From an optimization exercise on the open Yosys and OpenROAD flow, aimed at small area, a short achievable clock period and few clock cycles per item; shortcuts taken in it are not production practice.
Where RTL was checked, it was by simulation tests only, not by an equivalence proof against the original.
Only the layout flow was run in runs 2 and 3; the RTL was not checked for function there.

==> flow/design.v, too long to show whole: its modules and the start of the top module <==
// module isg_extract: 706 lines
// module isg_sched: 68 lines
// module csa_row: 640 lines
// module csa_mac: 368 lines
module isg_extract (
    input  wire        clk,
    input  wire        rst,         
    input  wire        cfg_we,
    input  wire [5:0]  cfg_addr,
    input  wire [5:0]  cfg_pos,
    input  wire [6:0]  npos,        
    input  wire [31:0] qstep,       
    input  wire        variant,     
    input  wire        in_valid,
    input  wire [7:0]  in_data,
    output wire        in_ready,
    output reg         done,
    output reg  [63:0] bits_out
);
  // ...
==> flow/run.sh <==
#!/bin/bash
# synth_recipe.tcl (not shown) runs the flow's synth.tcl, then flattens the netlist and writes it again
# the make line also repeats each setting of config.mk as NAME=value (left out here)
make -C /OpenROAD-flow-scripts/flow DESIGN_CONFIG=/design/flow/config.mk WORK_HOME=/design/flow/orfs CLKGATE_MAP_FILE= SYNTH_SCRIPT=/design/flow/synth_recipe.tcl finish
==> flow/config.mk <==
export PLATFORM = sky130hd
export DESIGN_NAME = isg_extract
export DESIGN_NICKNAME = isg_extract
export VERILOG_FILES = /design/flow/design.v
export SDC_FILE = /design/flow/constraint.sdc
export NUM_CORES = 4
export LEC_CHECK = 0
export ABC_AREA = 1
export CAP_MARGIN = 20
export CORE_MARGIN = 2
export CORE_UTILIZATION = 55
export PLACE_DENSITY = 0.7
export SLEW_MARGIN = 20
==> flow/constraint.sdc <==
create_clock -name core_clock -period 13.0 [get_ports {clk}]
set_input_delay 2.6000 -clock core_clock [delete_from_list [all_inputs] [get_ports {clk}]]
set_output_delay 2.6000 -clock core_clock [all_outputs]
set_load 0.01 [all_outputs]
==> qor.txt, run 1 <==
================================================================================
Normalized max-slew margin ........................................        28.2%
End-of-flow core utilization ......................................        61.3%
Area share of xor/xnor cells in the synthesized design ............        7.19%
1st-iter DRT viols ................................................        7,465
Number of tap cells inserted ......................................        2,640
Least setup slack across all paths after layout ...................      8.32 ns
Root buffer selected by CTS .......................................    clkbuf_16
Syn_nets ..........................................................       12,100
Run status ........................................................  timing/DRC/antenna clean
Count of clock buffers in the final design ........................          305
Worst hold slack across all endpoints .............................     0.296 ns
Busiest layer in global routing ...................................         met2
Logic depth of the worst path, buffers included ...................           16
Growth of design area from synthesis to finish ....................        10.9%
Fraction of final layout cells with drive strength greater than 1 .        5.16%
Final weighted congestion of routability-driven global placement ..         1.00
Number of top-level pins ..........................................          130
Post-route fraction of the period consumed by the critical path ...        36.0%
Top sig layer .....................................................         met5
Most flop-heavy register ..........................................        ringv
Bufs w/o clock ....................................................          190
Hold path depth ...................................................            0
Non-filler cells in the finished layout ...........................       13,800
Met2 Wirelength ................................................... 132,000 microns
Crit-path cells ................................................... buf_4 -> clkinv_1 -> buf_4 -> or2_2 -> o21ai_0 -> inv_1 -> ha_1 -> a21oi_1 -> nand2_1 -> a21oi_1 -> o21ai_1 -> a21boi_0 -> o21ai_1 -> a21boi_0 -> o21ai_1 -> xor2_1
Gr usage total ....................................................        28.4%
Worst-path cell with the longest stage delay ......................     a21boi_0
Number of buffers created by CTS ..................................          225
Total count of hold-check failures in the final report ............            0
Via count normalized by instance count ............................         5.57
Leading registers by flop count ................................... ringv (512), pos_tab (384), accv (308)
Share of cell area taken by muxes after synthesis .................      0.0725%
================================================================================
Testbench counts, summed over its fixed seeds: cycles 26,074, items 320.
==> module isg_extract, before the edit <==
module isg_extract (
    input  wire        clk,
    input  wire        rst,         
    input  wire        cfg_we,
    input  wire [5:0]  cfg_addr,
    input  wire [5:0]  cfg_pos,
    input  wire [6:0]  npos,        
    input  wire [31:0] qstep,       
    input  wire        variant,     
    input  wire        in_valid,
    input  wire [7:0]  in_data,
    output wire        in_ready,
    output reg         done,
    output reg  [63:0] bits_out
);
    reg        cfg_we_r;
    reg [5:0]  cfg_addr_r, cfg_pos_r;
    reg [31:0] qstep_r;
    reg        variant_r;
    reg [6:0]  npos_r;
    reg [5:0]  pos_tab [0:63];
    always @(posedge clk) begin
        cfg_we_r   <= cfg_we;
        cfg_addr_r <= cfg_addr;
        cfg_pos_r  <= cfg_pos;
        qstep_r    <= qstep;
        variant_r  <= variant;
        npos_r     <= npos;
        if (cfg_we_r)
            pos_tab[cfg_addr_r] <= cfg_pos_r;
    end
    reg  [5:0] c;             
    reg  [5:0] ld_cnt;        
    reg        in_ready_r;
    reg        smp_v;
    reg  [7:0] smp_r;         
    assign in_ready = in_ready_r;
    wire accept = in_valid & in_ready_r & ~rst;
    always @(posedge clk) begin
        smp_r <= {~in_data[7], in_data[6:0]};
        smp_v <= accept;
    end
    reg  [511:0] ringv;
    wire [7:0]   ring63 = ringv[511:504];
    wire [7:0]   tail_in = smp_v ? smp_r : ring63;
    always @(posedge clk)
        ringv <= {ringv[503:0], tail_in};
    wire signed [7:0] s0 = ringv[55:48];
    wire signed [7:0] s1 = ringv[47:40];
    wire signed [7:0] s2 = ringv[39:32];
    wire signed [7:0] s3 = ringv[31:24];
    wire signed [7:0] s4 = ringv[23:16];
    wire signed [7:0] s5 = ringv[15:8];
    wire signed [7:0] s6 = ringv[7:0];
    wire signed [7:0] s7 = tail_in;
    wire signed [8:0] e0 = s0 + s7, e1 = s1 + s6, e2 = s2 + s5, e3 = s3 + s4;
    wire signed [8:0] o0 = s0 - s7, o1 = s1 - s6, o2 = s2 - s5, o3 = s3 - s4;
    reg signed [8:0]  f_e0, f_e1, f_e2, f_e3;
    reg signed [8:0]  f_o0, f_o1, f_o2, f_o3;
    reg [2:0]         f_x;
    always @(posedge clk) begin
        if (c[2:0] == 3'd7) begin
            f_e0 <= e0; f_e1 <= e1; f_e2 <= e2; f_e3 <= e3;
            f_o0 <= o0; f_o1 <= o1; f_o2 <= o2; f_o3 <= o3;
            f_x  <= c[5:3];
        end
    end
    reg        rev_load, rev_stream, rev_recirc, rev_tag;
    reg [2:0]  rev_k;
    reg        nrev_load, nrev_stream, nrev_recirc, nrev_tag;
    reg [2:0]  nrev_k;
    reg        stream_ok, rev_ok;
    reg [3:0]  pleft;
    reg [2:0]  knext;
    reg        ld_tag;
    reg [1:0]  blk_out;       
    reg        idle_d;
    reg [2:0]  meta_k;
    reg        meta_tag;
    reg        dbusy;
    reg [4:0]  dcnt;
    wire       any_pend;
    wire       last_res;
    reg        fast;
    wire idle_all  = (ld_cnt == 6'd0) && (blk_out == 2'd0);
    wire [3:0] ptot = ({1'b0, npos_r} + 8'd7) >> 3;
    wire quiet      = !rev_stream && !rev_recirc && !any_pend && !dbusy;
    wire thr        = fast || quiet || idle_all;
    localparam integer SW = 39;
    wire [SW-1:0] st_now = {c, ld_cnt, in_ready_r, ld_tag, pleft, knext,
                            nrev_load, nrev_stream, nrev_recirc, nrev_tag, nrev_k,
                            rev_load, rev_stream, rev_recirc, rev_tag, rev_k,
                            stream_ok, rev_ok, blk_out};
    wire [SW-1:0] st_a0, st_a1;
    wire blk_a1;
    isg_sched u_s0 (.acc(1'b0), .st(st_now), .smp_v(smp_v), .ptot(ptot), .thr(thr),
                    .idle_all(idle_all), .last_res(last_res), .nx(st_a0), .blk_now());
    isg_sched u_s1 (.acc(1'b1), .st(st_now), .smp_v(smp_v), .ptot(ptot), .thr(thr),
                    .idle_all(idle_all), .last_res(last_res), .nx(st_a1), .blk_now(blk_a1));
    wire blk_now = accept & blk_a1;
    wire [SW-1:0] st_rst = {6'd63, 6'd0, 1'b1, 1'b0, 4'd0, 3'd0,
                            1'b1, 1'b1, 1'b0, 1'b0, 3'd0,
                            1'b0, 1'b0, 1'b0, 1'b0, 3'd0,
                            1'b0, 1'b0, 2'd0};
    always @(posedge clk) begin
        {c, ld_cnt, in_ready_r, ld_tag, pleft, knext,
         nrev_load, nrev_stream, nrev_recirc, nrev_tag, nrev_k,
         rev_load, rev_stream, rev_recirc, rev_tag, rev_k,
         stream_ok, rev_ok, blk_out} <= rst ? st_rst : (accept ? st_a1 : st_a0);
    end
    always @(posedge clk) begin
        if (c[2:0] == 3'd6) begin
            meta_k <= rev_k; meta_tag <= rev_tag;
        end
    end
    wire [2:0] rd_j = c[2:0] + 3'd1;
    reg  [5:0] posr;
    reg  [2:0] r_j, r_k;
    reg        r_tag;
    always @(posedge clk) begin
        posr  <= pos_tab[{meta_k, rd_j}];
        r_j   <= rd_j;
        r_k   <= meta_k;
        r_tag <= meta_tag;
    end
    wire [2:0] q_v = posr[2:0];
    wire signed [9:0]  a0 = f_e0 + f_e3, a1 = f_e1 + f_e2, b0 = f_e0 - f_e3, b1 = f_e1 - f_e2;
    wire signed [10:0] dcs = a0 + a1, d4s = a0 - a1;
    reg signed [10:0] rx0;
    reg signed [9:0]  rx1;
    reg signed [8:0]  rx2, rx3;
    always @* begin
        if (q_v[0]) begin
            rx0 = f_o0; rx1 = f_o1; rx2 = f_o2; rx3 = f_o3;
        end else begin
            rx2 = 9'sd0; rx3 = 9'sd0;
            case (q_v[2:1])
                2'd0: begin rx0 = dcs; rx1 = 10'sd0; end
                2'd2: begin rx0 = d4s; rx1 = 10'sd0; end
                default: begin rx0 = b0; rx1 = b1; end
            endcase
        end
    end
  reg [15:0] rk0;
  always @* begin
    case (q_v)
      3'd0: rk0 = 16'h5a82;
      3'd1: rk0 = 16'h7d8a;
      3'd2: rk0 = 16'h7642;
      3'd3: rk0 = 16'h6a6e;
      3'd4: rk0 = 16'h5a82;
      3'd5: rk0 = 16'h471d;
      3'd6: rk0 = 16'h30fc;
      3'd7: rk0 = 16'h18f9;
      default: rk0 = 16'h0000;
    endcase
  end
  reg [15:0] p_rk0;
  always @(posedge clk) p_rk0 <= rk0;
  reg [15:0] rk1;
  always @* begin
    case (q_v)
      3'd0: rk1 = 16'h0000;
      3'd1: rk1 = 16'h6a6e;
      3'd2: rk1 = 16'h30fc;
      3'd3: rk1 = 16'he707;
      3'd4: rk1 = 16'h0000;
      3'd5: rk1 = 16'h8276;
      3'd6: rk1 = 16'h89be;
      3'd7: rk1 = 16'hb8e3;
      default: rk1 = 16'h0000;
    endcase
  end
  reg [15:0] p_rk1;
  always @(posedge clk) p_rk1 <= rk1;
  reg [15:0] rk2;
  always @* begin
    case (q_v)
      3'd0: rk2 = 16'h0000;
      3'd1: rk2 = 16'h471d;
      3'd2: rk2 = 16'h0000;
      3'd3: rk2 = 16'h8276;
      3'd4: rk2 = 16'h0000;
      3'd5: rk2 = 16'h18f9;
      3'd6: rk2 = 16'h0000;
      3'd7: rk2 = 16'h6a6e;
      default: rk2 = 16'h0000;
    endcase
  end
  reg [15:0] p_rk2;
  always @(posedge clk) p_rk2 <= rk2;
  reg [15:0] rk3;
  always @* begin
    case (q_v)
      3'd0: rk3 = 16'h0000;
      3'd1: rk3 = 16'h18f9;
      3'd2: rk3 = 16'h0000;
      3'd3: rk3 = 16'hb8e3;
      3'd4: rk3 = 16'h0000;
      3'd5: rk3 = 16'h6a6e;
      3'd6: rk3 = 16'h0000;
      3'd7: rk3 = 16'h8276;
      default: rk3 = 16'h0000;
    endcase
  end
  reg [15:0] p_rk3;
  always @(posedge clk) p_rk3 <= rk3;
  wire [12:0] xe0 = {{1{rx0[10]}}, rx0, 1'b0};
  reg rd0_0_one, rd0_0_two, rd0_0_neg;
  always @(posedge clk) begin
    rd0_0_one <= xe0[1] ^ xe0[0];
    rd0_0_two <= (xe0[2] & ~xe0[1] & ~xe0[0]) | (~xe0[2] & xe0[1] & xe0[0]);
    rd0_0_neg <= xe0[2] & ~(xe0[1] & xe0[0]);
  end
  reg rd0_1_one, rd0_1_two, rd0_1_neg;
  always @(posedge clk) begin
    rd0_1_one <= xe0[3] ^ xe0[2];
    rd0_1_two <= (xe0[4] & ~xe0[3] & ~xe0[2]) | (~xe0[4] & xe0[3] & xe0[2]);
    rd0_1_neg <= xe0[4] & ~(xe0[3] & xe0[2]);
  end
  reg rd0_2_one, rd0_2_two, rd0_2_neg;
  always @(posedge clk) begin
    rd0_2_one <= xe0[5] ^ xe0[4];
    rd0_2_two <= (xe0[6] & ~xe0[5] & ~xe0[4]) | (~xe0[6] & xe0[5] & xe0[4]);
    rd0_2_neg <= xe0[6] & ~(xe0[5] & xe0[4]);
  end
  reg rd0_3_one, rd0_3_two, rd0_3_neg;
  always @(posedge clk) begin
    rd0_3_one <= xe0[7] ^ xe0[6];
    rd0_3_two <= (xe0[8] & ~xe0[7] & ~xe0[6]) | (~xe0[8] & xe0[7] & xe0[6]);
    rd0_3_neg <= xe0[8] & ~(xe0[7] & xe0[6]);
  end
  reg rd0_4_one, rd0_4_two, rd0_4_neg;
  always @(posedge clk) begin
    rd0_4_one <= xe0[9] ^ xe0[8];
    rd0_4_two <= (xe0[10] & ~xe0[9] & ~xe0[8]) | (~xe0[10] & xe0[9] & xe0[8]);
    rd0_4_neg <= xe0[10] & ~(xe0[9] & xe0[8]);
  end
  reg rd0_5_one, rd0_5_two, rd0_5_neg;
  always @(posedge clk) begin
    rd0_5_one <= xe0[11] ^ xe0[10];
    rd0_5_two <= (xe0[12] & ~xe0[11] & ~xe0[10]) | (~xe0[12] & xe0[11] & xe0[10]);
    rd0_5_neg <= xe0[12] & ~(xe0[11] & xe0[10]);
  end
  wire [10:0] xe1 = {{0{rx1[9]}}, rx1, 1'b0};
  reg rd1_0_one, rd1_0_two, rd1_0_neg;
  always @(posedge clk) begin
    rd1_0_one <= xe1[1] ^ xe1[0];
    rd1_0_two <= (xe1[2] & ~xe1[1] & ~xe1[0]) | (~xe1[2] & xe1[1] & xe1[0]);
    rd1_0_neg <= xe1[2] & ~(xe1[1] & xe1[0]);
  end
  reg rd1_1_one, rd1_1_two, rd1_1_neg;
  always @(posedge clk) begin
    rd1_1_one <= xe1[3] ^ xe1[2];
    rd1_1_two <= (xe1[4] & ~xe1[3] & ~xe1[2]) | (~xe1[4] & xe1[3] & xe1[2]);
    rd1_1_neg <= xe1[4] & ~(xe1[3] & xe1[2]);
  end
  reg rd1_2_one, rd1_2_two, rd1_2_neg;
  always @(posedge clk) begin
    rd1_2_one <= xe1[5] ^ xe1[4];
    rd1_2_two <= (xe1[6] & ~xe1[5] & ~xe1[4]) | (~xe1[6] & xe1[5] & xe1[4]);
    rd1_2_neg <= xe1[6] & ~(xe1[5] & xe1[4]);
  end
  reg rd1_3_one, rd1_3_two, rd1_3_neg;
  always @(posedge clk) begin
    rd1_3_one <= xe1[7] ^ xe1[6];
    rd1_3_two <= (xe1[8] & ~xe1[7] & ~xe1[6]) | (~xe1[8] & xe1[7] & xe1[6]);
    rd1_3_neg <= xe1[8] & ~(xe1[7] & xe1[6]);
  end
  reg rd1_4_one, rd1_4_two, rd1_4_neg;
  always @(posedge clk) begin
    rd1_4_one <= xe1[9] ^ xe1[8];
    rd1_4_two <= (xe1[10] & ~xe1[9] & ~xe1[8]) | (~xe1[10] & xe1[9] & xe1[8]);
    rd1_4_neg <= xe1[10] & ~(xe1[9] & xe1[8]);
  end
  wire [10:0] xe2 = {{1{rx2[8]}}, rx2, 1'b0};
  reg rd2_0_one, rd2_0_two, rd2_0_neg;
  always @(posedge clk) begin
    rd2_0_one <= xe2[1] ^ xe2[0];
    rd2_0_two <= (xe2[2] & ~xe2[1] & ~xe2[0]) | (~xe2[2] & xe2[1] & xe2[0]);
    rd2_0_neg <= xe2[2] & ~(xe2[1] & xe2[0]);
  end
  reg rd2_1_one, rd2_1_two, rd2_1_neg;
  always @(posedge clk) begin
    rd2_1_one <= xe2[3] ^ xe2[2];
    rd2_1_two <= (xe2[4] & ~xe2[3] & ~xe2[2]) | (~xe2[4] & xe2[3] & xe2[2]);
    rd2_1_neg <= xe2[4] & ~(xe2[3] & xe2[2]);
  end
  reg rd2_2_one, rd2_2_two, rd2_2_neg;
  always @(posedge clk) begin
    rd2_2_one <= xe2[5] ^ xe2[4];
    rd2_2_two <= (xe2[6] & ~xe2[5] & ~xe2[4]) | (~xe2[6] & xe2[5] & xe2[4]);
    rd2_2_neg <= xe2[6] & ~(xe2[5] & xe2[4]);
  end
  reg rd2_3_one, rd2_3_two, rd2_3_neg;
  always @(posedge clk) begin
    rd2_3_one <= xe2[7] ^ xe2[6];
    rd2_3_two <= (xe2[8] & ~xe2[7] & ~xe2[6]) | (~xe2[8] & xe2[7] & xe2[6]);
    rd2_3_neg <= xe2[8] & ~(xe2[7] & xe2[6]);
  end
  reg rd2_4_one, rd2_4_two, rd2_4_neg;
  always @(posedge clk) begin
    rd2_4_one <= xe2[9] ^ xe2[8];
    rd2_4_two <= (xe2[10] & ~xe2[9] & ~xe2[8]) | (~xe2[10] & xe2[9] & xe2[8]);
    rd2_4_neg <= xe2[10] & ~(xe2[9] & xe2[8]);
  end
  wire [10:0] xe3 = {{1{rx3[8]}}, rx3, 1'b0};
  reg rd3_0_one, rd3_0_two, rd3_0_neg;
  always @(posedge clk) begin
    rd3_0_one <= xe3[1] ^ xe3[0];
    rd3_0_two <= (xe3[2] & ~xe3[1] & ~xe3[0]) | (~xe3[2] & xe3[1] & xe3[0]);
    rd3_0_neg <= xe3[2] & ~(xe3[1] & xe3[0]);
  end
  reg rd3_1_one, rd3_1_two, rd3_1_neg;
  always @(posedge clk) begin
    rd3_1_one <= xe3[3] ^ xe3[2];
    rd3_1_two <= (xe3[4] & ~xe3[3] & ~xe3[2]) | (~xe3[4] & xe3[3] & xe3[2]);
    rd3_1_neg <= xe3[4] & ~(xe3[3] & xe3[2]);
  end
  reg rd3_2_one, rd3_2_two, rd3_2_neg;
  always @(posedge clk) begin
    rd3_2_one <= xe3[5] ^ xe3[4];
    rd3_2_two <= (xe3[6] & ~xe3[5] & ~xe3[4]) | (~xe3[6] & xe3[5] & xe3[4]);
    rd3_2_neg <= xe3[6] & ~(xe3[5] & xe3[4]);
  end
  reg rd3_3_one, rd3_3_two, rd3_3_neg;
  always @(posedge clk) begin
    rd3_3_one <= xe3[7] ^ xe3[6];
    rd3_3_two <= (xe3[8] & ~xe3[7] & ~xe3[6]) | (~xe3[8] & xe3[7] & xe3[6]);
    rd3_3_neg <= xe3[8] & ~(xe3[7] & xe3[6]);
  end
  reg rd3_4_one, rd3_4_two, rd3_4_neg;
  always @(posedge clk) begin
    rd3_4_one <= xe3[9] ^ xe3[8];
    rd3_4_two <= (xe3[10] & ~xe3[9] & ~xe3[8]) | (~xe3[10] & xe3[9] & xe3[8]);
    rd3_4_neg <= xe3[10] & ~(xe3[9] & xe3[8]);
  end
    reg [2:0]  a_u, a_v, a_x, a_j, a_k;
    reg        a_tag;
    always @(posedge clk) begin
        a_u <= posr[5:3]; a_v <= posr[2:0]; a_x <= f_x; a_j <= r_j; a_k <= r_k; a_tag <= r_tag;
    end
    wire signed [16:0] rd0_0_k = {p_rk0[15], p_rk0};
  wire [16:0] rd0_0_m = ({17{rd0_0_one}} & rd0_0_k) | ({17{rd0_0_two}} & {rd0_0_k[15:0], 1'b0});
  wire [16:0] rd0_0_t = rd0_0_m ^ {17{rd0_0_neg}};
  wire [16:0] rd0_0_u = {~rd0_0_t[16], rd0_0_t[15:0]};
  wire signed [16:0] rd0_1_k = {p_rk0[15], p_rk0};
  wire [16:0] rd0_1_m = ({17{rd0_1_one}} & rd0_1_k) | ({17{rd0_1_two}} & {rd0_1_k[15:0], 1'b0});
  wire [16:0] rd0_1_t = rd0_1_m ^ {17{rd0_1_neg}};
  wire [16:0] rd0_1_u = {~rd0_1_t[16], rd0_1_t[15:0]};
  wire signed [16:0] rd0_2_k = {p_rk0[15], p_rk0};
  wire [16:0] rd0_2_m = ({17{rd0_2_one}} & rd0_2_k) | ({17{rd0_2_two}} & {rd0_2_k[15:0], 1'b0});
  wire [16:0] rd0_2_t = rd0_2_m ^ {17{rd0_2_neg}};
  wire [16:0] rd0_2_u = {~rd0_2_t[16], rd0_2_t[15:0]};
  wire signed [16:0] rd0_3_k = {p_rk0[15], p_rk0};
  wire [16:0] rd0_3_m = ({17{rd0_3_one}} & rd0_3_k) | ({17{rd0_3_two}} & {rd0_3_k[15:0], 1'b0});
  wire [16:0] rd0_3_t = rd0_3_m ^ {17{rd0_3_neg}};
  wire [16:0] rd0_3_u = {~rd0_3_t[16], rd0_3_t[15:0]};
  wire signed [16:0] rd0_4_k = {p_rk0[15], p_rk0};
  wire [16:0] rd0_4_m = ({17{rd0_4_one}} & rd0_4_k) | ({17{rd0_4_two}} & {rd0_4_k[15:0], 1'b0});
  wire [16:0] rd0_4_t = rd0_4_m ^ {17{rd0_4_neg}};
  wire [16:0] rd0_4_u = {~rd0_4_t[16], rd0_4_t[15:0]};
  wire signed [16:0] rd0_5_k = {p_rk0[15], p_rk0};
  wire [16:0] rd0_5_m = ({17{rd0_5_one}} & rd0_5_k) | ({17{rd0_5_two}} & {rd0_5_k[15:0], 1'b0});
  wire [16:0] rd0_5_t = rd0_5_m ^ {17{rd0_5_neg}};
  wire [16:0] rd0_5_u = {~rd0_5_t[16], rd0_5_t[15:0]};
  wire [10:0] rng0 = {rd0_5_neg, 1'b0, rd0_4_neg, 1'b0, rd0_3_neg, 1'b0, rd0_2_neg, 1'b0, rd0_1_neg, 1'b0, rd0_0_neg};
  wire signed [16:0] rd1_0_k = {p_rk1[15], p_rk1};
  wire [16:0] rd1_0_m = ({17{rd1_0_one}} & rd1_0_k) | ({17{rd1_0_two}} & {rd1_0_k[15:0], 1'b0});
  wire [16:0] rd1_0_t = rd1_0_m ^ {17{rd1_0_neg}};
  wire [16:0] rd1_0_u = {~rd1_0_t[16], rd1_0_t[15:0]};
  wire signed [16:0] rd1_1_k = {p_rk1[15], p_rk1};
  wire [16:0] rd1_1_m = ({17{rd1_1_one}} & rd1_1_k) | ({17{rd1_1_two}} & {rd1_1_k[15:0], 1'b0});
  wire [16:0] rd1_1_t = rd1_1_m ^ {17{rd1_1_neg}};
  wire [16:0] rd1_1_u = {~rd1_1_t[16], rd1_1_t[15:0]};
  wire signed [16:0] rd1_2_k = {p_rk1[15], p_rk1};
  wire [16:0] rd1_2_m = ({17{rd1_2_one}} & rd1_2_k) | ({17{rd1_2_two}} & {rd1_2_k[15:0], 1'b0});
  wire [16:0] rd1_2_t = rd1_2_m ^ {17{rd1_2_neg}};
  wire [16:0] rd1_2_u = {~rd1_2_t[16], rd1_2_t[15:0]};
  wire signed [16:0] rd1_3_k = {p_rk1[15], p_rk1};
  wire [16:0] rd1_3_m = ({17{rd1_3_one}} & rd1_3_k) | ({17{rd1_3_two}} & {rd1_3_k[15:0], 1'b0});
  wire [16:0] rd1_3_t = rd1_3_m ^ {17{rd1_3_neg}};
  wire [16:0] rd1_3_u = {~rd1_3_t[16], rd1_3_t[15:0]};
  wire signed [16:0] rd1_4_k = {p_rk1[15], p_rk1};
  wire [16:0] rd1_4_m = ({17{rd1_4_one}} & rd1_4_k) | ({17{rd1_4_two}} & {rd1_4_k[15:0], 1'b0});
  wire [16:0] rd1_4_t = rd1_4_m ^ {17{rd1_4_neg}};
  wire [16:0] rd1_4_u = {~rd1_4_t[16], rd1_4_t[15:0]};
  wire [8:0] rng1 = {rd1_4_neg, 1'b0, rd1_3_neg, 1'b0, rd1_2_neg, 1'b0, rd1_1_neg, 1'b0, rd1_0_neg};
  wire signed [16:0] rd2_0_k = {p_rk2[15], p_rk2};
  wire [16:0] rd2_0_m = ({17{rd2_0_one}} & rd2_0_k) | ({17{rd2_0_two}} & {rd2_0_k[15:0], 1'b0});
  wire [16:0] rd2_0_t = rd2_0_m ^ {17{rd2_0_neg}};
  wire [16:0] rd2_0_u = {~rd2_0_t[16], rd2_0_t[15:0]};
  wire signed [16:0] rd2_1_k = {p_rk2[15], p_rk2};
  wire [16:0] rd2_1_m = ({17{rd2_1_one}} & rd2_1_k) | ({17{rd2_1_two}} & {rd2_1_k[15:0], 1'b0});
  wire [16:0] rd2_1_t = rd2_1_m ^ {17{rd2_1_neg}};
  wire [16:0] rd2_1_u = {~rd2_1_t[16], rd2_1_t[15:0]};
  wire signed [16:0] rd2_2_k = {p_rk2[15], p_rk2};
  wire [16:0] rd2_2_m = ({17{rd2_2_one}} & rd2_2_k) | ({17{rd2_2_two}} & {rd2_2_k[15:0], 1'b0});
  wire [16:0] rd2_2_t = rd2_2_m ^ {17{rd2_2_neg}};
  wire [16:0] rd2_2_u = {~rd2_2_t[16], rd2_2_t[15:0]};
  wire signed [16:0] rd2_3_k = {p_rk2[15], p_rk2};
  wire [16:0] rd2_3_m = ({17{rd2_3_one}} & rd2_3_k) | ({17{rd2_3_two}} & {rd2_3_k[15:0], 1'b0});
  wire [16:0] rd2_3_t = rd2_3_m ^ {17{rd2_3_neg}};
  wire [16:0] rd2_3_u = {~rd2_3_t[16], rd2_3_t[15:0]};
  wire signed [16:0] rd2_4_k = {p_rk2[15], p_rk2};
  wire [16:0] rd2_4_m = ({17{rd2_4_one}} & rd2_4_k) | ({17{rd2_4_two}} & {rd2_4_k[15:0], 1'b0});
  wire [16:0] rd2_4_t = rd2_4_m ^ {17{rd2_4_neg}};
  wire [16:0] rd2_4_u = {~rd2_4_t[16], rd2_4_t[15:0]};
  wire [8:0] rng2 = {rd2_4_neg, 1'b0, rd2_3_neg, 1'b0, rd2_2_neg, 1'b0, rd2_1_neg, 1'b0, rd2_0_neg};
  wire signed [16:0] rd3_0_k = {p_rk3[15], p_rk3};
  wire [16:0] rd3_0_m = ({17{rd3_0_one}} & rd3_0_k) | ({17{rd3_0_two}} & {rd3_0_k[15:0], 1'b0});
  wire [16:0] rd3_0_t = rd3_0_m ^ {17{rd3_0_neg}};
  wire [16:0] rd3_0_u = {~rd3_0_t[16], rd3_0_t[15:0]};
  wire signed [16:0] rd3_1_k = {p_rk3[15], p_rk3};
  wire [16:0] rd3_1_m = ({17{rd3_1_one}} & rd3_1_k) | ({17{rd3_1_two}} & {rd3_1_k[15:0], 1'b0});
  wire [16:0] rd3_1_t = rd3_1_m ^ {17{rd3_1_neg}};
  wire [16:0] rd3_1_u = {~rd3_1_t[16], rd3_1_t[15:0]};
  wire signed [16:0] rd3_2_k = {p_rk3[15], p_rk3};
  wire [16:0] rd3_2_m = ({17{rd3_2_one}} & rd3_2_k) | ({17{rd3_2_two}} & {rd3_2_k[15:0], 1'b0});
  wire [16:0] rd3_2_t = rd3_2_m ^ {17{rd3_2_neg}};
  wire [16:0] rd3_2_u = {~rd3_2_t[16], rd3_2_t[15:0]};
  wire signed [16:0] rd3_3_k = {p_rk3[15], p_rk3};
  wire [16:0] rd3_3_m = ({17{rd3_3_one}} & rd3_3_k) | ({17{rd3_3_two}} & {rd3_3_k[15:0], 1'b0});
  wire [16:0] rd3_3_t = rd3_3_m ^ {17{rd3_3_neg}};
  wire [16:0] rd3_3_u = {~rd3_3_t[16], rd3_3_t[15:0]};
  wire signed [16:0] rd3_4_k = {p_rk3[15], p_rk3};
  wire [16:0] rd3_4_m = ({17{rd3_4_one}} & rd3_4_k) | ({17{rd3_4_two}} & {rd3_4_k[15:0], 1'b0});
  wire [16:0] rd3_4_t = rd3_4_m ^ {17{rd3_4_neg}};
  wire [16:0] rd3_4_u = {~rd3_4_t[16], rd3_4_t[15:0]};
  wire [8:0] rng3 = {rd3_4_neg, 1'b0, rd3_3_neg, 1'b0, rd3_2_neg, 1'b0, rd3_1_neg, 1'b0, rd3_0_neg};
  wire [25:0] ra_0, ra_1, ra_2, ra_3;
  csa_row u_csa_row (.rd0_0_u(rd0_0_u), .rd0_1_u(rd0_1_u), .rd0_2_u(rd0_2_u), .rd0_3_u(rd0_3_u), .rd0_4_u(rd0_4_u), .rd0_5_u(rd0_5_u), .rng0(rng0), .rd1_0_u(rd1_0_u), .rd1_1_u(rd1_1_u), .rd1_2_u(rd1_2_u), .rd1_3_u(rd1_3_u), .rd1_4_u(rd1_4_u), .rng1(rng1), .rd2_0_u(rd2_0_u), .rd2_1_u(rd2_1_u), .rd2_2_u(rd2_2_u), .rd2_3_u(rd2_3_u), .rd2_4_u(rd2_4_u), .rng2(rng2), .rd3_0_u(rd3_0_u), .rd3_1_u(rd3_1_u), .rd3_2_u(rd3_2_u), .rd3_3_u(rd3_3_u), .rd3_4_u(rd3_4_u), .rng3(rng3), .o0(ra_0), .o1(ra_1), .o2(ra_2), .o3(ra_3));
    reg [25:0] sa_0, sa_1, sa_2, sa_3;
    reg [2:0]  a2_u, a2_v, a2_x, a2_j, a2_k;
    reg        a2_tag;
    always @(posedge clk) begin
        sa_0 <= ra_0; sa_1 <= ra_1; sa_2 <= ra_2; sa_3 <= ra_3;
        a2_u <= a_u; a2_v <= a_v; a2_x <= a_x; a2_j <= a_j; a2_k <= a_k; a2_tag <= a_tag;
    end
    reg signed [25:0] b_r;
    reg [2:0]  b_u, b_v, b_x, b_j, b_k;
    reg        b_tag;
    always @(posedge clk) begin
        b_r <= sa_0 + sa_1 + sa_2 + sa_3;
        b_u <= a2_u; b_v <= a2_v; b_x <= a2_x; b_j <= a2_j; b_k <= a2_k; b_tag <= a2_tag;
    end
    reg [15:0] mk;
  always @* begin
    case ({b_u, b_x})
      6'o00: mk = 16'h5a82;
      6'o01: mk = 16'h5a82;
      6'o02: mk = 16'h5a82;
      6'o03: mk = 16'h5a82;
      6'o04: mk = 16'h5a82;
      6'o05: mk = 16'h5a82;
      6'o06: mk = 16'h5a82;
      6'o07: mk = 16'h5a82;
      6'o10: mk = 16'h7d8a;
      6'o11: mk = 16'h6a6e;
      6'o12: mk = 16'h471d;
      6'o13: mk = 16'h18f9;
      6'o14: mk = 16'he707;
      6'o15: mk = 16'hb8e3;
      6'o16: mk = 16'h9592;
      6'o17: mk = 16'h8276;
      6'o20: mk = 16'h7642;
      6'o21: mk = 16'h30fc;
      6'o22: mk = 16'hcf04;
      6'o23: mk = 16'h89be;
      6'o24: mk = 16'h89be;
      6'o25: mk = 16'hcf04;
      6'o26: mk = 16'h30fc;
      6'o27: mk = 16'h7642;
      6'o30: mk = 16'h6a6e;
      6'o31: mk = 16'he707;
      6'o32: mk = 16'h8276;
      6'o33: mk = 16'hb8e3;
      6'o34: mk = 16'h471d;
      6'o35: mk = 16'h7d8a;
      6'o36: mk = 16'h18f9;
      6'o37: mk = 16'h9592;
      6'o40: mk = 16'h5a82;
      6'o41: mk = 16'ha57e;
      6'o42: mk = 16'ha57e;
      6'o43: mk = 16'h5a82;
      6'o44: mk = 16'h5a82;
      6'o45: mk = 16'ha57e;
      6'o46: mk = 16'ha57e;
      6'o47: mk = 16'h5a82;
      6'o50: mk = 16'h471d;
      6'o51: mk = 16'h8276;
      6'o52: mk = 16'h18f9;
      6'o53: mk = 16'h6a6e;
      6'o54: mk = 16'h9592;
      6'o55: mk = 16'he707;
      6'o56: mk = 16'h7d8a;
      6'o57: mk = 16'hb8e3;
      6'o60: mk = 16'h30fc;
      6'o61: mk = 16'h89be;
      6'o62: mk = 16'h7642;
      6'o63: mk = 16'hcf04;
      6'o64: mk = 16'hcf04;
      6'o65: mk = 16'h7642;
      6'o66: mk = 16'h89be;
      6'o67: mk = 16'h30fc;
      6'o70: mk = 16'h18f9;
      6'o71: mk = 16'hb8e3;
      6'o72: mk = 16'h6a6e;
      6'o73: mk = 16'h8276;
      6'o74: mk = 16'h7d8a;
      6'o75: mk = 16'h9592;
      6'o76: mk = 16'h471d;
      6'o77: mk = 16'he707;
      default: mk = 16'h0000;
    endcase
  end
  wire signed [26:0] mb_x = b_r;
  wire mb_0_one = mk[0] ^ 1'b0;
  wire mb_0_two = (mk[1] & ~mk[0] & ~1'b0) | (~mk[1] & mk[0] & 1'b0);
  wire mb_0_neg = mk[1] & ~(mk[0] & 1'b0);
  wire [26:0] mb_0_m = ({27{mb_0_one}} & mb_x) | ({27{mb_0_two}} & {mb_x[25:0], 1'b0});
  wire [26:0] mb_0_t = mb_0_m ^ {27{mb_0_neg}};
  wire [26:0] mb_0_u = {~mb_0_t[26], mb_0_t[25:0]};
  wire mb_1_one = mk[2] ^ mk[1];
  wire mb_1_two = (mk[3] & ~mk[2] & ~mk[1]) | (~mk[3] & mk[2] & mk[1]);
  wire mb_1_neg = mk[3] & ~(mk[2] & mk[1]);
  wire [26:0] mb_1_m = ({27{mb_1_one}} & mb_x) | ({27{mb_1_two}} & {mb_x[25:0], 1'b0});
  wire [26:0] mb_1_t = mb_1_m ^ {27{mb_1_neg}};
  wire [26:0] mb_1_u = {~mb_1_t[26], mb_1_t[25:0]};
  wire mb_2_one = mk[4] ^ mk[3];
  wire mb_2_two = (mk[5] & ~mk[4] & ~mk[3]) | (~mk[5] & mk[4] & mk[3]);
  wire mb_2_neg = mk[5] & ~(mk[4] & mk[3]);
  wire [26:0] mb_2_m = ({27{mb_2_one}} & mb_x) | ({27{mb_2_two}} & {mb_x[25:0], 1'b0});
  wire [26:0] mb_2_t = mb_2_m ^ {27{mb_2_neg}};
  wire [26:0] mb_2_u = {~mb_2_t[26], mb_2_t[25:0]};
  wire mb_3_one = mk[6] ^ mk[5];
  wire mb_3_two = (mk[7] & ~mk[6] & ~mk[5]) | (~mk[7] & mk[6] & mk[5]);
  wire mb_3_neg = mk[7] & ~(mk[6] & mk[5]);
  wire [26:0] mb_3_m = ({27{mb_3_one}} & mb_x) | ({27{mb_3_two}} & {mb_x[25:0], 1'b0});
  wire [26:0] mb_3_t = mb_3_m ^ {27{mb_3_neg}};
  wire [26:0] mb_3_u = {~mb_3_t[26], mb_3_t[25:0]};
  wire mb_4_one = mk[8] ^ mk[7];
  wire mb_4_two = (mk[9] & ~mk[8] & ~mk[7]) | (~mk[9] & mk[8] & mk[7]);
  wire mb_4_neg = mk[9] & ~(mk[8] & mk[7]);
  wire [26:0] mb_4_m = ({27{mb_4_one}} & mb_x) | ({27{mb_4_two}} & {mb_x[25:0], 1'b0});
  wire [26:0] mb_4_t = mb_4_m ^ {27{mb_4_neg}};
  wire [26:0] mb_4_u = {~mb_4_t[26], mb_4_t[25:0]};
  wire mb_5_one = mk[10] ^ mk[9];
  wire mb_5_two = (mk[11] & ~mk[10] & ~mk[9]) | (~mk[11] & mk[10] & mk[9]);
  wire mb_5_neg = mk[11] & ~(mk[10] & mk[9]);
  wire [26:0] mb_5_m = ({27{mb_5_one}} & mb_x) | ({27{mb_5_two}} & {mb_x[25:0], 1'b0});
  wire [26:0] mb_5_t = mb_5_m ^ {27{mb_5_neg}};
  wire [26:0] mb_5_u = {~mb_5_t[26], mb_5_t[25:0]};
  wire mb_6_one = mk[12] ^ mk[11];
  wire mb_6_two = (mk[13] & ~mk[12] & ~mk[11]) | (~mk[13] & mk[12] & mk[11]);
  wire mb_6_neg = mk[13] & ~(mk[12] & mk[11]);
  wire [26:0] mb_6_m = ({27{mb_6_one}} & mb_x) | ({27{mb_6_two}} & {mb_x[25:0], 1'b0});
  wire [26:0] mb_6_t = mb_6_m ^ {27{mb_6_neg}};
  wire [26:0] mb_6_u = {~mb_6_t[26], mb_6_t[25:0]};
  wire mb_7_one = mk[14] ^ mk[13];
  wire mb_7_two = (mk[15] & ~mk[14] & ~mk[13]) | (~mk[15] & mk[14] & mk[13]);
  wire mb_7_neg = mk[15] & ~(mk[14] & mk[13]);
  wire [26:0] mb_7_m = ({27{mb_7_one}} & mb_x) | ({27{mb_7_two}} & {mb_x[25:0], 1'b0});
  wire [26:0] mb_7_t = mb_7_m ^ {27{mb_7_neg}};
  wire [26:0] mb_7_u = {~mb_7_t[26], mb_7_t[25:0]};
  wire [14:0] mb_ng = {mb_7_neg, 1'b0, mb_6_neg, 1'b0, mb_5_neg, 1'b0, mb_4_neg, 1'b0, mb_3_neg, 1'b0, mb_2_neg, 1'b0, mb_1_neg, 1'b0, mb_0_neg};
  wire [43:0] mc_s, mc_c;
  csa_mac u_csa_mac (.mb_0_u(mb_0_u), .mb_1_u(mb_1_u), .mb_2_u(mb_2_u), .mb_3_u(mb_3_u), .mb_4_u(mb_4_u), .mb_5_u(mb_5_u), .mb_6_u(mb_6_u), .mb_7_u(mb_7_u), .mb_ng(mb_ng), .s(mc_s), .c(mc_c));
    reg [43:0] m_s, m_c;
    reg [2:0]  m_x, m_j, m_k;
    reg        m_tag, m_dc, m_first;
    always @(posedge clk) begin
        m_s <= mc_s; m_c <= mc_c;
        m_x <= b_x; m_j <= b_j; m_k <= b_k; m_tag <= b_tag;
        m_dc <= (b_x == 3'd0) && (b_u == 3'd0) && (b_v == 3'd0);
        m_first <= (b_x == 3'd0);
    end
    reg  [307:0] accv;
    wire [43:0]  acc_head = accv[307:264];
    wire [43:0]  c_accin = (acc_head & {44{~m_first}}) | (44'd4397866188800 & {44{m_dc}});
    wire [43:0]  cs_x = c_accin ^ m_s ^ m_c;
    wire [43:0]  cs_y = {(c_accin[42:0] & m_s[42:0]) | (c_accin[42:0] & m_c[42:0]) | (m_s[42:0] & m_c[42:0]), 1'b0};
    wire [22:0]  zl_w = {1'b0, cs_x[21:0]} + {1'b0, cs_y[21:0]};
    reg  [21:0]  n_zl, n_xh, n_yh;
    reg          n_cy;
    reg  [2:0]   n_x, n_j, n_k;
    reg          n_tag;
    always @(posedge clk) begin
        n_zl <= zl_w[21:0]; n_cy <= zl_w[22];
        n_xh <= cs_x[43:22]; n_yh <= cs_y[43:22];
        n_x <= m_x; n_j <= m_j; n_k <= m_k; n_tag <= m_tag;
    end
    wire [43:0] z_new = {n_xh + n_yh + {21'd0, n_cy}, n_zl};
    always @(posedge clk)
        accv <= {accv[263:0], z_new};
    reg        h_v;
    reg [43:0] h_z;
    reg [5:0]  h_p;
    reg        h_tag;
    wire [6:0] c_p = {1'b0, n_k, n_j};
    always @(posedge clk) begin
        h_z   <= z_new;
        h_p   <= c_p[5:0];
        h_tag <= n_tag;
        h_v   <= ~rst & rev_ok & (n_x == 3'd7) & (c_p < npos_r);
    end
    wire [27:0] h_c = h_z[43:16] + {27'd0, h_z[15]};
    reg  [287:0] resv;
    wire [35:0]  res_head = resv[287:252];
    wire         head_pend = res_head[35];
    wire         head_tag  = res_head[34];
    wire [5:0]   head_p    = res_head[33:28];
    wire [27:0]  head_c    = res_head[27:0];
    reg          out_tag;
    wire         d_free = !dbusy || (dcnt == 5'd0);
    wire         take = d_free && head_pend && (head_tag == out_tag) && !rst;
    wire [35:0]  res_in = h_v ? {1'b1, h_tag, h_p, h_c}
                              : {head_pend & ~take & ~rst, res_head[34:0]};
    integer ri;
    reg [7:0] pend_bits;
    always @* begin
        for (ri = 0; ri < 8; ri = ri + 1)
            pend_bits[ri] = resv[36*ri + 35];
    end
    assign any_pend = |pend_bits;
    always @(posedge clk) begin
        if (rst)
            resv <= {resv[251:0], 36'd0} & ~{8{36'h800000000}};
        else
            resv <= {resv[251:0], res_in};
    end
    reg [31:0] qn;
    reg [4:0]  s_norm;
    always @(posedge clk) begin
        idle_d <= idle_all;
        if (idle_all || idle_d) begin
            qn <= qstep_r; s_norm <= 5'd0;
        end else if (!qn[31] && qn != 32'd0) begin
            qn <= {qn[30:0], 1'b0}; s_norm <= s_norm + 5'd1;
        end
        fast <= variant_r || ((qn[31] || qn == 32'd0) && s_norm <= 5'd12);
    end
    reg [35:0] dv1, dv2, dv3;
    reg [4:0]  dsteps;
    wire [35:0] dva = s_norm[0] ? {2'b00, qn, 2'b00} : {3'b000, qn, 1'b0};
    always @(posedge clk) begin
        dv1 <= dva;
        dv2 <= {dva[34:0], 1'b0};
        dv3 <= dva + {dva[34:0], 1'b0};
        dsteps <= ({1'b0, s_norm} + 6'd1) >> 1;
    end
    reg [33:0] drem;
    reg        dneg, dq, dpbit;
    reg [5:0]  dp;
    wire [33:0] n_c2  = {{5{head_c[27]}}, head_c, 1'b0};
    wire [33:0] n_val = n_c2 + {2'b00, qstep_r};
    wire [33:0] n_neg = ~n_c2 + ~{2'b00, qstep_r} + 34'd2;
    wire [33:0] n_abs = n_val[33] ? n_neg : n_val;
    wire [36:0] r4  = {1'b0, drem, 2'b00};
    wire [36:0] t1  = r4 - {1'b0, dv1};
    wire [36:0] t2  = r4 - {1'b0, dv2};
    wire [36:0] t3  = r4 - {1'b0, dv3};
    wire ge1 = ~t1[36], ge2 = ~t2[36], ge3 = ~t3[36];
    wire [33:0] rnext = ge3 ? t3[33:0] : ge2 ? t2[33:0] : ge1 ? t1[33:0] : r4[33:0];
    wire        qodd  = ge3 | (ge1 & ~ge2);
    wire        wr  = dbusy && (dcnt == 5'd0);
    wire        res_bit = variant_r ? dpbit : (dq ^ (dneg & (drem != 34'd0)));
    reg [6:0] res_cnt;
    assign last_res = wr && ({res_cnt + 7'd1} == npos_r);
    always @(posedge clk) begin
        if (rst) begin
            dbusy <= 1'b0; dcnt <= 5'd0;
        end else if (take) begin
            dbusy <= 1'b1;
            drem  <= n_abs;
            dneg  <= n_val[33];
            dq    <= 1'b0;
            dpbit <= head_c[16] ^ head_c[15];
            dp    <= head_p;
            dcnt  <= variant_r ? 5'd0 : dsteps;
        end else if (wr) begin
            dbusy <= 1'b0;
        end else if (dbusy) begin
            drem <= rnext; dq <= qodd; dcnt <= dcnt - 5'd1;
        end
    end
    integer bi;
    always @(posedge clk) begin
        if (rst) begin
            done <= 1'b0; res_cnt <= 7'd0; out_tag <= 1'b0;
        end else begin
            done <= last_res;
            if (last_res) begin
                res_cnt <= 7'd0; out_tag <= ~out_tag;
            end else if (wr) begin
                res_cnt <= res_cnt + 7'd1;
            end
        end
        for (bi = 0; bi < 64; bi = bi + 1) begin
            if (wr && dp == bi[5:0])
                bits_out[bi] <= res_bit;
            else if (idle_all)
                bits_out[bi] <= 1'b0;
        end
    end
endmodule
==> run 2, diff against run 1 <==
--- a/flow/design.v
+++ b/flow/design.v
@@ -29,16 +29,16 @@
         if (cfg_we_r)
             pos_tab[cfg_addr_r] <= cfg_pos_r;
     end
-    reg  [5:0] c;             
-    reg  [5:0] ld_cnt;        
+    wire [5:0] c;             
+    wire [5:0] ld_cnt;        
     reg        in_ready_r;
     reg        smp_v;
     reg  [7:0] smp_r;         
     assign in_ready = in_ready_r;
-    wire accept = in_valid & in_ready_r & ~rst;
+    wire accept = in_valid & in_ready_r;
     always @(posedge clk) begin
         smp_r <= {~in_data[7], in_data[6:0]};
-        smp_v <= accept;
+        smp_v <= accept & ~rst;
     end
     reg  [511:0] ringv;
     wire [7:0]   ring63 = ringv[511:504];
@@ -65,15 +65,16 @@
             f_x  <= c[5:3];
         end
     end
-    reg        rev_load, rev_stream, rev_recirc, rev_tag;
-    reg [2:0]  rev_k;
-    reg        nrev_load, nrev_stream, nrev_recirc, nrev_tag;
-    reg [2:0]  nrev_k;
-    reg        stream_ok, rev_ok;
-    reg [3:0]  pleft;
-    reg [2:0]  knext;
-    reg        ld_tag;
-    reg [1:0]  blk_out;       
+    wire       rev_load, rev_stream, rev_recirc, rev_tag;
+    wire [2:0] rev_k;
+    wire       nrev_load, nrev_stream, nrev_recirc, nrev_tag;
+    wire [2:0] nrev_k;
+    wire       stream_ok, rev_ok;
+    wire [3:0] pleft;
+    wire [2:0] knext;
+    wire       ld_tag;
+    wire [1:0] blk_out;       
+    wire       ir_cur;
     reg        idle_d;
     reg [2:0]  meta_k;
     reg        meta_tag;
@@ -87,26 +88,30 @@
     wire quiet      = !rev_stream && !rev_recirc && !any_pend && !dbusy;
     wire thr        = fast || quiet || idle_all;
     localparam integer SW = 39;
-    wire [SW-1:0] st_now = {c, ld_cnt, in_ready_r, ld_tag, pleft, knext,
-                            nrev_load, nrev_stream, nrev_recirc, nrev_tag, nrev_k,
-                            rev_load, rev_stream, rev_recirc, rev_tag, rev_k,
-                            stream_ok, rev_ok, blk_out};
+    reg  [SW-1:0] st_r0, st_r1;
+    reg           sel_r;
+    wire [SW-1:0] st_now = sel_r ? st_r1 : st_r0;
+    assign {c, ld_cnt, ir_cur, ld_tag, pleft, knext,
+            nrev_load, nrev_stream, nrev_recirc, nrev_tag, nrev_k,
+            rev_load, rev_stream, rev_recirc, rev_tag, rev_k,
+            stream_ok, rev_ok, blk_out} = st_now;
     wire [SW-1:0] st_a0, st_a1;
     wire blk_a1;
     isg_sched u_s0 (.acc(1'b0), .st(st_now), .smp_v(smp_v), .ptot(ptot), .thr(thr),
                     .idle_all(idle_all), .last_res(last_res), .nx(st_a0), .blk_now());
     isg_sched u_s1 (.acc(1'b1), .st(st_now), .smp_v(smp_v), .ptot(ptot), .thr(thr),
                     .idle_all(idle_all), .last_res(last_res), .nx(st_a1), .blk_now(blk_a1));
-    wire blk_now = accept & blk_a1;
     wire [SW-1:0] st_rst = {6'd63, 6'd0, 1'b1, 1'b0, 4'd0, 3'd0,
                             1'b1, 1'b1, 1'b0, 1'b0, 3'd0,
                             1'b0, 1'b0, 1'b0, 1'b0, 3'd0,
                             1'b0, 1'b0, 2'd0};
     always @(posedge clk) begin
-        {c, ld_cnt, in_ready_r, ld_tag, pleft, knext,
-         nrev_load, nrev_stream, nrev_recirc, nrev_tag, nrev_k,
-         rev_load, rev_stream, rev_recirc, rev_tag, rev_k,
-         stream_ok, rev_ok, blk_out} <= rst ? st_rst : (accept ? st_a1 : st_a0);
+        if (rst) begin
+            st_r0 <= st_rst; st_r1 <= st_rst; sel_r <= 1'b0; in_ready_r <= 1'b1;
+        end else begin
+            st_r0 <= st_a0; st_r1 <= st_a1; sel_r <= accept;
+            in_ready_r <= accept ? st_a1[SW-13] : st_a0[SW-13];
+        end
     end
     always @(posedge clk) begin
         if (c[2:0] == 3'd6) begin
@@ -635,19 +640,16 @@
         idle_d <= idle_all;
         if (idle_all || idle_d) begin
             qn <= qstep_r; s_norm <= 5'd0;
-        end else if (!qn[31] && qn != 32'd0) begin
-            qn <= {qn[30:0], 1'b0}; s_norm <= s_norm + 5'd1;
+        end else if (qn[31:30] == 2'b00 && qn != 32'd0) begin
+            qn <= {qn[29:0], 2'b00}; s_norm <= s_norm + 5'd2;
         end
-        fast <= variant_r || ((qn[31] || qn == 32'd0) && s_norm <= 5'd12);
+        fast <= variant_r || ((qn[31:30] != 2'b00 || qn == 32'd0) && s_norm <= 5'd12);
     end
-    reg [35:0] dv1, dv2, dv3;
-    reg [4:0]  dsteps;
-    wire [35:0] dva = s_norm[0] ? {2'b00, qn, 2'b00} : {3'b000, qn, 1'b0};
-    always @(posedge clk) begin
-        dv1 <= dva;
-        dv2 <= {dva[34:0], 1'b0};
-        dv3 <= dva + {dva[34:0], 1'b0};
-        dsteps <= ({1'b0, s_norm} + 6'd1) >> 1;
+    reg [34:0] dv3;
+    reg [3:0]  dsteps;
+    always @(posedge clk) begin
+        dv3 <= {qn, 1'b0} + {qn, 2'b00};
+        dsteps <= s_norm[4:1];
     end
     reg [33:0] drem;
     reg        dneg, dq, dpbit;
@@ -657,9 +659,9 @@
     wire [33:0] n_neg = ~n_c2 + ~{2'b00, qstep_r} + 34'd2;
     wire [33:0] n_abs = n_val[33] ? n_neg : n_val;
     wire [36:0] r4  = {1'b0, drem, 2'b00};
-    wire [36:0] t1  = r4 - {1'b0, dv1};
-    wire [36:0] t2  = r4 - {1'b0, dv2};
-    wire [36:0] t3  = r4 - {1'b0, dv3};
+    wire [36:0] t1  = r4 - {4'b0000, qn, 1'b0};
+    wire [36:0] t2  = r4 - {3'b000, qn, 2'b00};
+    wire [36:0] t3  = r4 - {2'b00, dv3};
     wire ge1 = ~t1[36], ge2 = ~t2[36], ge3 = ~t3[36];
     wire [33:0] rnext = ge3 ? t3[33:0] : ge2 ? t2[33:0] : ge1 ? t1[33:0] : r4[33:0];
     wire        qodd  = ge3 | (ge1 & ~ge2);
@@ -677,7 +679,7 @@
             dq    <= 1'b0;
             dpbit <= head_c[16] ^ head_c[15];
             dp    <= head_p;
-            dcnt  <= variant_r ? 5'd0 : dsteps;
+            dcnt  <= variant_r ? 5'd0 : {1'b0, dsteps};
         end else if (wr) begin
             dbusy <= 1'b0;
         end else if (dbusy) begin
==> run 2 against run 1 <==
  * Routed wire length up 10%
  * First-iteration DRC count up 3.2%
  * Sequential share of layout area down 0.56 points
==> qor.txt, run 2 <==
========================================================================================
Kind of end point of the critical path ....................................   output pin   was register
Data arrival, critical path ...............................................      2.15 ns   was 5.42 ns
Port Buf Inserts ..........................................................          129   unchanged
Die outline area .......................................................... 204,000 sq um   was 201,000 sq um
Number of detailed-routing iterations run before antenna repair ...........            6   unchanged
Area share of xor/xnor cells in the synthesized design ....................        6.86%   was 7.19%
End-of-flow core utilization ..............................................        61.4%   was 61.3%
Primary flip-flop cell chosen by synthesis mapping ........................      dfxtp_1   unchanged
Final Slew Violations .....................................................            0   unchanged
Leading cell types in the layout, fill and taps excluded .................. 1,779 x dfxtp_1, 1,458 x nand2_1, 1,457 x inv_1   was 1,774 x dfxtp_1, 1,419 x inv_1, 1,198 x nand2_1
Biggest cell delay along the critical path ................................      0.66 ns   was 0.70 ns
Number of buffers inserted by post-CTS setup repair .......................            0   unchanged
Met3 WL post-DR ........................................................... 23,300 microns   was 23,800 microns
Vias ......................................................................       78,800   was 77,100
F_max .....................................................................      210 MHz   was 214 MHz
Main combinational cell family by area after synthesis ....................  adder cells   unchanged
Maximum level of the CTS H-tree ...........................................            4   unchanged
Worst-path cell with the longest stage delay .............................. clkdlybuf4s50_1   was a21boi_0
Global-route wire length before repair .................................... 483,000 microns   was 446,000 microns
Met2 Wirelength ........................................................... 147,000 microns   was 132,000 microns
Category of the critical setup timing path ................................ register to output pin   was register to register
Post-route fraction of the period consumed by the critical path ...........        36.5%   was 36.0%
Commonest non-fill, non-tap cell in the layout ............................      dfxtp_1   unchanged
Required time of the worst setup path .....................................     10.40 ns   was 13.74 ns
Wirelength per Cell ....................................................... 22.7 microns   was 21.0 microns
Setup_tns .................................................................         0 ns   unchanged
Number of buffers between clock root and the deepest sink .................            3   unchanged
Sink count of the clock tree ..............................................        2,384   was 2,380
Total count of hold-check failures in the final report ....................            0   unchanged
Shortest period the worst path allows .....................................      4.75 ns   was 4.68 ns
Leading registers by flop count ........................................... ringv (512), pos_tab (384), accv (308)   unchanged
Startpoint class of the critical path .....................................     register   unchanged
Number of top-level pins ..................................................          130   unchanged
Avg Cell Area, Syn ........................................................   9.82 sq um   was 9.95 sq um
Root buffer selected by CTS ...............................................    clkbuf_16   unchanged
Initial Utilization .......................................................        55.3%   about the same
Floorplan die height ......................................................  451 microns   was 449 microns
Number of buffers created by CTS ..........................................          228   was 225
Worst skew pair latency ...................................................      0.90 ns   was 0.89 ns
Global route total overflow ...............................................            0   unchanged
Maximum fanout along the worst path .......................................            1   was 43
Sequential fraction of the synthesis area .................................        48.8%   was 49.3%
Via count normalized by instance count ....................................         5.57   about the same
TritonCTS clock tree ......................................................         done   unchanged
Synthesized instance count ................................................       11,200   was 10,900
Adder and majority gate portion of the synthesized area ...................        15.8%   was 15.9%
Cell type with the largest total area after synthesis .....................      dfxtp_1   unchanged
Post-Syn Area ............................................................. 110,000 sq um   was 109,000 sq um
Post-cts hold buffer count ................................................            0   unchanged
Total of max-cap violations ...............................................            0   unchanged
Most frequent cells after synthesis ....................................... 1,786 x dfxtp_1, 1,459 x nand2_1, 1,457 x inv_1   was 1,782 x dfxtp_1, 1,420 x inv_1, 1,198 x nand2_1
Worst hold path type ...................................................... register to register   unchanged
Least-Margin Pin Slew .....................................................      1.19 ns   was 1.07 ns
Fraction of final layout cells with drive strength greater than 1 .........        5.44%   was 5.16%
Share of cell area taken by muxes after synthesis .........................       0.114%   was 0.0725%
Worst-case clock skew .....................................................     0.101 ns   was 0.0682 ns
Top cell family by delay on the critical path ............................. buffers and inverters   was compound AO/OA/AOI/OAI gates
Growth of design area from synthesis to finish ............................        11.1%   was 10.9%
Total half-perimeter wirelength after legalization and detailed placement . 237,000 microns   was 215,000 microns
Core outline area ......................................................... 199,000 sq um   was 197,000 sq um
Count of cell types in the netlist ........................................           72   was 73
Library cell with the highest instance count after synthesis ..............      dfxtp_1   unchanged
Leading post-synthesis cells by cell area ................................. dfxtp_1 32%, edfxtp_1 16%, fa_1 9.5%   was dfxtp_1 33%, edfxtp_1 17%, fa_1 9.6%
Top sig layer .............................................................         met5   unchanged
Most flop-heavy register ..................................................        ringv   unchanged
Simple-Gate Fraction of Synth Area ........................................        11.3%   was 10.1%
Final weighted congestion of routability-driven global placement ..........        0.978   was 1.00
Run status ................................................................  timing/DRC/antenna clean   unchanged
Total of warnings raised by yosys .........................................            2   unchanged
Wl on met1 ................................................................ 134,000 microns   was 121,000 microns
1st-iter DRT viols ........................................................        7,702   was 7,465
Post-synth EDFFs ..........................................................          598   unchanged
Total DRC errors in the routed layout .....................................            0   unchanged
Die width .................................................................  451 microns   was 449 microns
#FFs+latches synth ........................................................        2,384   was 2,380
Normalized max-slew margin ................................................        20.4%   was 28.2%
Final setup violation count ...............................................            0   unchanged
# rows ....................................................................          164   was 163
RSZ-0062 raised after global routing ......................................        false   unchanged
Buffers & Inverters on Critical Path ......................................            1   was 4
Number of antenna violations at the first check in global routing .........            4   was 5
Via count of the first global-routing pass ................................       78,700   was 76,500
Synth Area in Compound Gates ..............................................        10.5%   was 11.0%
Gr usage total ............................................................        31.2%   was 28.4%
Fraction of synthesized cell area taken by the top area cell type .........        32.5%   was 32.8%
Syn_nets ..................................................................       12,400   was 12,100
Crit-path cells ........................................................... clkdlybuf4s50_1   was buf_4 -> clkinv_1 -> buf_4 -> or2_2 -> o21ai_0 -> inv_1 -> ha_1 -> a21oi_1 -> nand2_1 -> a21oi_1 -> o21ai_1 -> a21boi_0 -> o21ai_1 -> a21boi_0 -> o21ai_1 -> xor2_1
Quantity of gates resized following cts ...................................            0   unchanged
Antenna Violating Nets Remaining ..........................................            0   unchanged
Net total in the final layout .............................................       12,400   was 12,100
Routed WL ................................................................. 321,000 microns   was 291,000 microns
Max FFs per register ......................................................          512   unchanged
Largest net degree at the start of global routing .........................          111   was 97
Share of flip-flops with an asynchronous set or reset .....................           0%   unchanged
Clock-pin slew of the registers on the worst-case setup and hold paths ....      0.07 ns   was 0.06 ns
========================================================================================
[run 2: changes by cell type in the layout (fill, tap and decap cells not counted), moves of 29 or more]
cell	change
nand2_1	+260
o21ai_0	-62
o22ai_1	-57
nand3_1	+55
nor2_1	-49
inv_1	+38
o211ai_1	+32
nand4_1	+31
o221ai_1	+29
[run 2: kinds of logic (layout without fill, tap and decap cells)]
logic type                 Yosys count  in the layout
DFF                               2384           2384
AOI/OAI and AO/OA                 2002           2002
other                                0              2
adders and majority gates         1081           1081
xor gates and xnor gates           862            862
buffers and inverters             1897           2168
and+or+nand+nor                   2972           2972
muxes                               12             12
[run 2: through the flow]
step	cells	area, sq um	setup WS (ns)	hold WS (ns)
2_1_floorplan	11200	110000	7.73	0.310
4_1_cts	14100	122000	8.17	0.270
3_3_place_gp	13700	114000	8.18	0.310
3_5_place_dp	13700	114000	8.17	0.312
5_1_grt	14100	122000	7.94	0.274
6_report	14100	122000	8.25	0.266
[run 2: area by class of cell]
cell class	instances	area, sq um
flip-flops and latches	2384	53700
repair buffers	207	1930
clock buffers	326	6870
fillers	16400	76900
multi-input cells	6929	49200
well taps	2656	3320
inverters	1527	5730
clock inverters	108	1520
diodes	2	5.00
[run 2: worst paths after layout]
path,from,endpoint,slack (ns),cells after the start
setup reg to reg,sel_r,st_r0[24],8.27,15
setup / recovery,done,done,8.25,1
hold reg to reg,resv[98],resv[134],0.27,0
hold / removal,resv[98],resv[134],0.27,0
[run 2: routing by layer]
metal / vias up / track usage [%]
met1: 37900 / 41.4
li1: 36900 / -
met3: 738 / 5.02
met4: 2 / 15.0
met5: - / 0
met2: 3293 / 49.9
==> run 3, diff against run 2 <==
--- a/flow/config.mk
+++ b/flow/config.mk
@@ -8,6 +8,6 @@
 export ABC_AREA = 1
 export CAP_MARGIN = 20
 export CORE_MARGIN = 2
-export CORE_UTILIZATION = 55
-export PLACE_DENSITY = 0.7
+export CORE_UTILIZATION = 65
+export PLACE_DENSITY = 0.75
 export SLEW_MARGIN = 20
==> run 3 against run 2 <==
  * Non-clock buffer count fell by 8
  * Maximum frequency shrank 12%
  * Worst hold slack improved by 0.025 ns
  * Clock skew fell by 0.047 ns
==> qor.txt, run 3 <==
========================================================================================
Count of cell types in the netlist ........................................           72   unchanged
Worst-case clock skew .....................................................    0.0544 ns   was 0.101 ns
Sink count of the clock tree ..............................................        2,384   unchanged
Root buffer selected by CTS ...............................................    clkbuf_16   unchanged
Post-cts hold buffer count ................................................            0   unchanged
Worst skew pair latency ...................................................      0.89 ns   was 0.90 ns
Post-synth EDFFs ..........................................................          598   unchanged
Floorplan die height ......................................................  416 microns   was 451 microns
Post-Syn Area ............................................................. 110,000 sq um   unchanged
Total of warnings raised by yosys .........................................            2   unchanged
Port Buf Inserts ..........................................................          129   unchanged
# rows ....................................................................          151   was 164
RSZ-0062 raised after global routing ......................................        false   unchanged
Category of the critical setup timing path ................................ register to register   was register to output pin
Post-route fraction of the period consumed by the critical path ...........        41.6%   was 36.5%
F_max .....................................................................      185 MHz   was 210 MHz
Wirelength per Cell ....................................................... 24.0 microns   was 22.7 microns
Cell type with the largest total area after synthesis .....................      dfxtp_1   unchanged
Commonest non-fill, non-tap cell in the layout ............................      dfxtp_1   unchanged
Number of buffers inserted by post-CTS setup repair .......................            0   unchanged
Gr usage total ............................................................        37.3%   was 31.2%
Growth of design area from synthesis to finish ............................        10.0%   was 11.1%
Primary flip-flop cell chosen by synthesis mapping ........................      dfxtp_1   unchanged
Leading post-synthesis cells by cell area ................................. dfxtp_1 32%, edfxtp_1 16%, fa_1 9.5%   unchanged
Kind of end point of the critical path ....................................     register   was output pin
Data arrival, critical path ...............................................      6.21 ns   was 2.15 ns
Worst-case setup slack after placement ....................................      7.42 ns   was 8.17 ns
Clock-pin slew of the registers on the worst-case setup and hold paths ....      0.07 ns   about the same
Final weighted congestion of routability-driven global placement ..........         1.02   was 0.978
Vias ......................................................................       82,100   was 78,800
Worst hold path type ...................................................... register to register   unchanged
#FFs+latches synth ........................................................        2,384   unchanged
Least setup slack across all paths after layout ...........................      7.60 ns   was 8.25 ns
Global-route wire length before repair .................................... 493,000 microns   was 483,000 microns
Core outline area ......................................................... 169,000 sq um   was 199,000 sq um
Synthesized instance count ................................................       11,200   unchanged
Leading registers by flop count ........................................... ringv (512), pos_tab (384), accv (308)   unchanged
Startpoint class of the critical path .....................................     register   unchanged
Number of antenna violations at the first check in global routing .........            3   was 4
TritonCTS clock tree ......................................................         done   unchanged
Library cell with the highest instance count after synthesis ..............      dfxtp_1   unchanged
Most flop-heavy register ..................................................        ringv   unchanged
Global route total overflow ...............................................            0   unchanged
Worst hold slack across all endpoints .....................................     0.292 ns   was 0.266 ns
Number of top-level pins ..................................................          130   unchanged
Die width .................................................................  416 microns   was 451 microns
Antenna Violating Nets Remaining ..........................................            0   unchanged
Initial Utilization .......................................................        65.2%   was 55.3%
Total of max-cap violations ...............................................            0   unchanged
Share of flip-flops with an asynchronous set or reset .....................           0%   unchanged
Number of detailed-routing iterations run before antenna repair ...........            9   was 6
Quantity of gates resized following cts ...................................            0   unchanged
Maximum fanout along the worst path .......................................          117   was 1
Largest net degree at the start of global routing .........................          118   was 111
Normalized max-slew margin ................................................        22.1%   was 20.4%
Total count of hold-check failures in the final report ....................            0   unchanged
Via count of the first global-routing pass ................................       82,000   was 78,700
Fraction of synthesized cell area taken by the top area cell type .........        32.5%   unchanged
Routed WL ................................................................. 328,000 microns   was 321,000 microns
Die outline area .......................................................... 173,000 sq um   was 204,000 sq um
Sequential fraction of the synthesis area .................................        48.8%   unchanged
Final setup violation count ...............................................            0   unchanged
Total half-perimeter wirelength after legalization and detailed placement . 230,000 microns   was 237,000 microns
Leading cell types in the layout, fill and taps excluded .................. 1,778 x dfxtp_1, 1,458 x nand2_1, 1,456 x inv_1   was 1,779 x dfxtp_1, 1,458 x nand2_1, 1,457 x inv_1
Total DRC errors in the routed layout .....................................            0   unchanged
Number of buffers between clock root and the deepest sink .................            3   unchanged
Net total in the final layout .............................................       12,400   about the same
Run status ................................................................  timing/DRC/antenna clean   unchanged
Max FFs per register ......................................................          512   unchanged
========================================================================================
[run 3: cell counts after synthesis]
No cell type changed its count.
[run 3: path summary, 6_finish.rpt]
check / from / to / slack (ns) / cells past startpoint
max reg2reg: sel_r / st_r0[24] / 7.60 / 19
min reg2reg: ringv[201] / ringv[209] / 0.29 / 0
max: sel_r / st_r0[24] / 7.60 / 19
min: ringv[201] / ringv[209] / 0.29 / 0
[run 3: cells by family after synthesis]
group	count (synthesis)	share of synthesized area, %
adder cells (fa/ha/maj)	1081	15.8
buffers and inverters	1897	6.58
AND/OR/NAND/NOR	2972	11.3
multiplexers	12	0.114
AO/OA/AOI/OAI	2002	10.5
flip-flops	2384	48.8
XOR/XNOR	862	6.86
[run 3: layer usage]
metal / global-route usage [%] / up-vias / routed length [microns]
met3: 6.09 / 1046 / 27600
met2: 60.7 / 4780 / 153000
met1: 48.3 / 39400 / 128000
li1: - / 36900 / -
met4: 19.6 / 0 / 20200
met5: 0 / - / 0
[run 3: cell type report]
type | count | area, sq um
tap | 2218 | 2780
inverter | 1527 | 5740
multi-input combinational | 6929 | 49200
fill | 11700 | 47800
clock buffer | 288 | 6380
timing repair buffer | 199 | 1850
sequential | 2384 | 53700
clock inverter | 127 | 1430
antenna | 1 | 2.50
[run 3: per-stage QoR]
step | instances | cell area (sq um)
CTS | 13700 | 121000
detailed placement | 13300 | 113000
finish | 13700 | 121000
global route | 13700 | 121000
floorplan | 11200 | 110000
global placement | 13300 | 113000
[run 3: worst max-delay path, cell delays in order, from the launching register on]
cell and delay, ns:
dfxtp_2 0.31, buf_4 0.45, inv_2 0.40, nand2_1 0.21
nand2_4 0.31, inv_6 0.65, ha_2 0.46, inv_2 0.05
buf_4 0.77, nand2_1 0.13, nand2_1 0.17, inv_1 0.08
ha_1 0.20, nand2_1 0.06, nor2_1 0.09, nand3_2 0.28
nor2_4 0.10, inv_2 0.15, o21ai_0 0.11, a21oi_1 0.19

[static timing again, ports no longer ideal]
The flow's constraints put no driver on any port. The routed layouts listed below were extracted and timed again, unchanged, in two steps.
Step 1 assumes that a clkbuf_16 drives the clock port and a buf_2 every other input.
Step 2 adds t to the input delays and takes it off the output delays; t is the mean of the earliest and latest rising clock arrival at the registers after step 1. Input paths then give back, and output paths get back, about the clock's delay inside the block.
Slacks: ideal / step 1 / step 2; pairs: ideal / step 1.
| run | t, ns | setup WS [ns] | latest minus earliest clock arrival (ns) | worst slew at a driven data input, ns |
|---|---|---|---|---|
| run 1 | 0.949 | 8.319 / 8.319 / 7.783 | 0.083 / 0.083 | 0.08 |
| run 2 | 0.948 | 8.249 / 8.154 / 7.918 | 0.112 / 0.112 | 0.20 |
| run 3 | 0.956 | 7.597 / 7.597 / 7.597 | 0.069 / 0.069 | 0.19 |
After both steps setup and hold are still met in every run listed. The setup slack of run 1, which loses most, moves by 0.000 ns with the drivers and by -0.536 ns with both steps.
